This is an optimization exercise on Yosys and OpenROAD, whose aim is small area, a short achievable clock period and few clock cycles, not a production implementation.
RTL that was checked went through simulation tests only; none was proved equivalent to the original.

## its_block
module its_block (
    input  wire         clk,
    input  wire         rst,         
    input  wire         req_valid,
    output wire         req_ready,
    input  wire [31:0]  req_word,    
    output reg          resp_valid,
    output wire [31:0]  resp_word,   
    output wire [191:0] rec,         
    input  wire         tick,
    input  wire [3:0]   ch_pins,
    output wire         mem_rd,
    output wire [9:0]   mem_addr,
    input  wire [7:0]   mem_rdata
);
Size: roughly 2100 cells after synthesis, ~430 flip-flops, roughly 290 I/O pins, roughly 19000 sq um of cells after synthesis.
Settings: LEC_CHECK=0, CAP_MARGIN=20, CORE_MARGIN=2, CORE_UTILIZATION=40, CTS_CLUSTER_DIAMETER=80, CTS_CLUSTER_SIZE=30, SLEW_MARGIN=20; clock period 10.0 ns.
standard.sh (not shown) runs the stock make flow with config.mk's settings and CLKGATE_MAP_FILE= SYNTH_SCRIPT=/design/flow/synth_recipe.tcl, a recipe that flattens the netlist after the stock synthesis.
==> flow/flow/run.sh <==
#!/bin/bash
# Standard ORFS layout (the standard.sh), with timing repair aiming below the clock
# period and small port buffers.
set -euo pipefail
bash standard.sh SETUP_SLACK_MARGIN=6.5 'BUFFER_PORTS_ARGS=-buffer_cell sky130_fd_sc_hd__buf_2' finish > standard_finish.log 2>&1
Rerun with:
--- a/flow/design.v
+++ b/flow/design.v
@@ -94,16 +94,17 @@
     wire [7:0] md   = sr[7:0];      
     wire [7:0] prev = sr[15:8];     
     assign mem_rd   = rd;
     assign mem_addr = addr;
     reg [191:0] sr;
     assign rec = {sr[159:0], sr[191:160]};
     reg        seq;          
     reg        fin;          
+    reg        sel0;         
     reg        last1;        
     reg        m_chan, m_msg, m_hdr, m_sel, m_cmp, m_init;
     reg [9:0]  sp;           
     reg        hs;           
     reg        gx;           
     reg        ff;           
     reg        fb, e_fl, dok;
     reg [3:0]  sel_c;
@@ -262,17 +263,17 @@
             rv    <= b_val;
         end else begin
             r_st  <= f_st;
             r_aux <= f_aux;
             rv    <= f_val;
         end
     end
     always @(posedge clk) begin
-        if (!(go || seq || fin)) begin
+        if (rdy) begin
             w    <= req_word;
             pins <= ch_pins;
         end
         addr <= addr + 10'd1;
         if (go && legal) begin
             m_chan <= (op == OP_CRCCHAN) || (op == OP_CRCCMPC);
             m_msg  <= (op == OP_CRCMSG) || (op == OP_CRCCMPM);
             m_hdr  <= (op == OP_MSGCHK) || (op == OP_TINIT);
@@ -283,26 +284,26 @@
             hs     <= 1'b0;
             gx     <= 1'b0;
             sel_c  <= sel_i;
             sp     <= 10'd291;
             case (op)
             OP_CRCCHAN, OP_CRCCMPC: addr <= 10'd0;
             OP_CRCMSG, OP_CRCCMPM:  addr <= 10'd288;
             OP_MSGCHK, OP_TINIT:    addr <= 10'd290;
-            OP_SELIDX, OP_SELACT, OP_SELNEXT: begin
-                addr <= r5_addr(sel_i);
-                tg0  <= 2'd1;
-                sp   <= 10'd0;
-                ff   <= 1'b1;
-                fb   <= 1'b0;
-            end
             default: ;
             endcase
         end
+        if (sel0) begin
+            addr <= r5_addr(sel_c);
+            tg0  <= 2'd1;
+            sp   <= 10'd0;
+            ff   <= 1'b1;
+            fb   <= 1'b0;
+        end
         if (seq && rd && m_sel) begin
             sp   <= sp + 10'd1;
             if (sp[4:0] == 5'd3)
                 addr <= addr - 10'd23;
             tg0  <= (sp[4:0] == 5'd0 || sp[4:0] == 5'd1) ? 2'd1 :
                     (sp[4:0] == 5'd2) ? 2'd2 : 2'd0;
         end
         if (seq && m_hdr) begin
@@ -360,40 +361,42 @@
             rdy          <= 1'b1;
             go           <= 1'b0;
             resp_valid   <= 1'b0;
             rd           <= 1'b0;
             rv1          <= 1'b0;
             dv           <= 1'b0;
             seq          <= 1'b0;
             fin          <= 1'b0;
+            sel0         <= 1'b0;
             last1        <= 1'b0;
         end else begin
             go    <= rdy && req_valid;
             if (rdy && req_valid)
                 rdy <= 1'b0;
             rv1   <= rd;
             dv    <= rv1;
             fin   <= 1'b0;
+            sel0  <= 1'b0;
             last1 <= 1'b0;
             resp_valid <= (go && !(legal && b_store)) || f_resp;
             if ((go && !(legal && b_store)) || f_resp)
                 rdy <= 1'b1;
             if (go && legal) begin
                 case (op)
                 OP_TMASK: tick_mask <= 1'b1;
                 OP_TUNMASK: tick_mask <= 1'b0;
                 OP_ERRCLR: err_flag <= 1'b0;
                 OP_CRCCLR: crc_acc <= 16'd0;
                 OP_CRCBYTE: crc_acc <= crc_out;
                 OP_CRCCHAN, OP_CRCCMPC, OP_CRCMSG, OP_CRCCMPM, OP_MSGCHK, OP_TINIT: begin
                     seq <= 1'b1; rd <= 1'b1;
                 end
                 OP_SELIDX, OP_SELACT, OP_SELNEXT: begin
-                    seq <= 1'b1; rd <= 1'b1;
+                    seq <= 1'b1; sel0 <= 1'b1;
                     if (op == OP_SELACT) reload_req <= 1'b0;
                 end
                 OP_CHLATCH: begin
                     ch_base    <= pins;
                     reload_req <= 1'b1;
                 end
                 OP_CHCMD: begin
                     case (cmd_code)
@@ -413,16 +416,18 @@
                         end
                     end
                     default: ;
                     endcase
                 end
                 default: ;
                 endcase
             end
+            if (sel0)
+                rd <= 1'b1;
             if (seq && rd && (m_chan || m_msg)) begin
                 if (m_chan ? (addr == 10'd287) : (addr == 10'd541))
                     rd <= 1'b0;
             end
             if (seq && rd && m_sel && sp[4:0] == 5'd23) begin
                 rd    <= 1'b0;
                 last1 <= 1'b1;
             end
The changed run went through all stages and came out clean. Flip-flop and latch count came out higher by 1. Synthesized cell count rose by 3.3%. Hold slack barely changes. First-iteration DRC count rises by 5.8%. Die area is higher by about 1.6%. Via count rose by 1.6%. Maximum frequency rises by 3.4%. Cell area went down by 2.1%.
Testbench counts after the change, summed over its fixed seeds: cycles 89,198.
No functional check of the RTL was part of the first run of this note.

========
Another version of the RTL of its_block (not shown whole).
Size in the first run: about 290 I/O pins.
export LEC_CHECK = 0
export CAP_MARGIN = 20
export CORE_MARGIN = 2
export CORE_UTILIZATION = 40
export CTS_CLUSTER_DIAMETER = 80
export CTS_CLUSTER_SIZE = 30
export SLEW_MARGIN = 20
create_clock -name core_clock -period 10.0 [get_ports {clk}]
Scripts as last shown in full above: flow/flow/run.sh
Edit:
--- a/flow/design.v
+++ b/flow/design.v
@@ -155,23 +155,23 @@
     reg        edge_flag;
     reg        tick_mask;
     reg        tick_pending;
     reg [3:0]  ch_base;
     reg [3:0]  ch_delta;
     reg        reload_req;
     reg  [3:0] ch_active;    
     wire [15:0] chrd     = {3'd0, reload_req, ch_active, ch_delta, ch_base};
     reg        rdy;
     reg        go;           
     reg [31:0] w;            
-    reg [3:0]  pins;
+    reg [3:0]  pins;         
     assign req_ready = rdy;
     reg [1:0]  r_st;
     reg [1:0]  r_aux;
     reg [15:0] rv;
     assign resp_word = {6'd0, r_st, 6'd0, r_aux, rv};
     reg        rd;
     reg [9:0]  addr;
     reg [1:0]  tg0;
     reg        rv1;
     reg [9:0]  a1;
     reg [1:0]  tg1;
@@ -245,25 +245,28 @@
     wire        crc_ok   = chan_end || (msg_end && hit);     
     wire        seq_end  = chan_end || msg_end || hdr_end;
     wire        init_ok  = hdr_end && m_init && found && dok;   
     wire        op_crcclr  = op_b && (op == OP_CRCCLR);
     wire        op_crcbyte = op_b && (op == OP_CRCBYTE);
     wire        op_latch   = op_b && (op == OP_CHLATCH);
     wire        op_selact  = op_b && (op == OP_SELACT);
     wire        op_cmd     = op_b && (op == OP_CHCMD);
     wire        cmd_c      = op_cmd && (cmd_code == 4'hC);
     wire        cmd_b      = op_cmd && (cmd_code == 4'hB);
     wire        cmd_9      = op_cmd && (cmd_code == 4'h9) && (ch_delta > cmd_k);
-    wire [15:0] wait_n  = dlv ? wait_d : (op_ldw ? qv : wait_t);
-    wire [15:0] msg_n   = dlv ? msg_d  : (op_ldm ? qv : (op_armm ? dly_rl : msg_t));
-    wire [15:0] elem_n  = dlv ? elem_d : ((op_lde || init_ok) ? qv : elem_t);
+    wire [15:0] wait_v  = op_ldw ? qv : wait_t;
+    wire [15:0] msg_v   = op_ldm ? qv : (op_armm ? dly_rl : msg_t);
+    wire [15:0] elem_v  = (op_lde || init_ok) ? qv : elem_t;
+    wire [15:0] wait_n  = dlv ? wait_d : wait_v;
+    wire [15:0] msg_n   = dlv ? msg_d  : msg_v;
+    wire [15:0] elem_n  = dlv ? elem_d : elem_v;
     wire [15:0] crc_n   = op_crcclr ? 16'd0 : ((op_crcbyte || crc_ok) ? crc_out : crc_acc);
     wire [3:0]  base_n  = op_latch ? pins : (cmd_c ? cmd_k : ch_base);
     wire [3:0]  delta_n = (cmd_c || cmd_9) ? 4'd0 : (cmd_b ? ch_delta + cmd_k : ch_delta);
     wire        reload_n = (op_latch || cmd_c || cmd_b || cmd_9) ? 1'b1 :
                            (op_selact ? 1'b0 : reload_req);
     wire [3:0]  act_n   = op_latch ? pins + ch_delta :
                           cmd_c    ? cmd_k :
                           cmd_b    ? ch_active + cmd_k :
                           cmd_9    ? ch_base : ch_active;
     reg        b_store;      
     reg [1:0]  b_st, b_aux;
@@ -281,27 +284,27 @@
             OP_ERRRD,
             OP_ERRCLR:  b_val = {15'd0, err_flag};
             OP_STATRD:  b_val = {4'd0, ch_active, (msg_t == 16'd0), (wait_t == 16'd0),
                                  tick_pending, tick_mask, reload_req, msg_valid,
                                  err_flag, edge_flag};
             OP_CRCCLR, OP_CRCBYTE, OP_CRCRD:
                         b_val = crc_n;
             OP_CRCCHAN, OP_CRCCMPC, OP_CRCMSG, OP_CRCCMPM, OP_MSGCHK, OP_TINIT,
             OP_SELIDX, OP_SELACT, OP_SELNEXT:
                         b_store = 1'b1;
             OP_LDW, OP_RDW:
-                        b_val = wait_n;
+                        b_val = wait_v;
             OP_LDM, OP_RDM, OP_ARMM:
-                        b_val = msg_n;
+                        b_val = msg_v;
             OP_LDE, OP_RDE:
-                        b_val = elem_n;
+                        b_val = elem_v;
             OP_EDGE:    b_val = {15'd0, edge_flag};
             OP_CHLATCH, OP_CHCMD, OP_CHRD: begin
                 b_val = {3'd0, reload_n, act_n, delta_n, base_n};
                 if (op == OP_CHCMD) begin
                     if (cmd_code == 4'hC || cmd_code == 4'hB || cmd_9)
                         b_aux = 2'd3;
                     else if (cmd_code == 4'h9)
                         b_aux = 2'd1;
                 end
             end
             default: ;
@@ -344,25 +347,25 @@
             r_aux <= b_aux;
             rv    <= b_val;
         end else begin
             r_st  <= f_st;
             r_aux <= f_aux;
             rv    <= f_val;
         end
     end
     always @(posedge clk) begin
         if (!(go || seq || fin)) begin
             w    <= req_word;
-            pins <= ch_pins;
-            legal <= legal_word(req_word);
         end
+        pins  <= ch_pins;
+        legal <= legal_word(req_word);
         addr <= addr + 10'd1;
         if (go && legal) begin
             m_chan <= (op == OP_CRCCHAN) || (op == OP_CRCCMPC);
             m_msg  <= (op == OP_CRCMSG) || (op == OP_CRCCMPM);
             m_hdr  <= (op == OP_MSGCHK) || (op == OP_TINIT);
             m_sel  <= (op == OP_SELIDX) || (op == OP_SELACT) || (op == OP_SELNEXT);
             m_cmp  <= (op == OP_CRCCMPC) || (op == OP_CRCCMPM);
             m_init <= (op == OP_TINIT);
             tg0    <= 2'd0;
             hs     <= 1'b0;
             gx     <= 1'b0;
Result: Fmax climbs slightly. Via count went down by a few percent. Design area shrinks by a few percent. Clock skew rises by 0.0043 ns. Routed wire length fell by a few percent. Utilization went down by 0.30 points. Worst hold slack is about the same.
Testbench counts after the change, summed over its fixed seeds: cycles 88,706.
No functional check of the RTL was part of the first run of this note.

-- static timing again, ports no longer ideal --
The results above use ideal ports. As a check the final layouts listed here were re-extracted and re-timed, cells and wires unchanged. Step 1 sets driving cells, clkbuf_16 on the clock port and buf_2 on the other inputs (assumed; they add their load-dependent delay and slew). Step 2 times the ports against the registers' clock, not the clock port: input delays grow and output delays shrink by t, the midpoint of the rising clock arrivals with the driver on. Three values: ideal, step 1, step 2; two values: the first two.
| run | t, ns | setup WS [ns] | worst setup path at the end | latest minus earliest clock arrival (ns) |
|---|---|---|---|---|
| the first run of note 1 | 0.678 | 6.479 / 6.479 / 6.039 | input to register | 0.040 / 0.040 |
| the second run of note 1 | 0.655 | 6.595 / 6.537 / 6.195 | input to register | 0.055 / 0.055 |
| the first run of note 2 | 0.649 | 6.519 / 6.522 / 5.899 | input to register | 0.026 / 0.026 |
| the second run of note 2 | 0.651 | 6.544 / 6.484 / 6.250 | input to register | 0.031 / 0.031 |
After both steps every run listed still meets setup and hold. The setup slack of the first run of note 2, which loses most, moves by +0.003 ns with the drivers and by -0.620 ns with both steps.
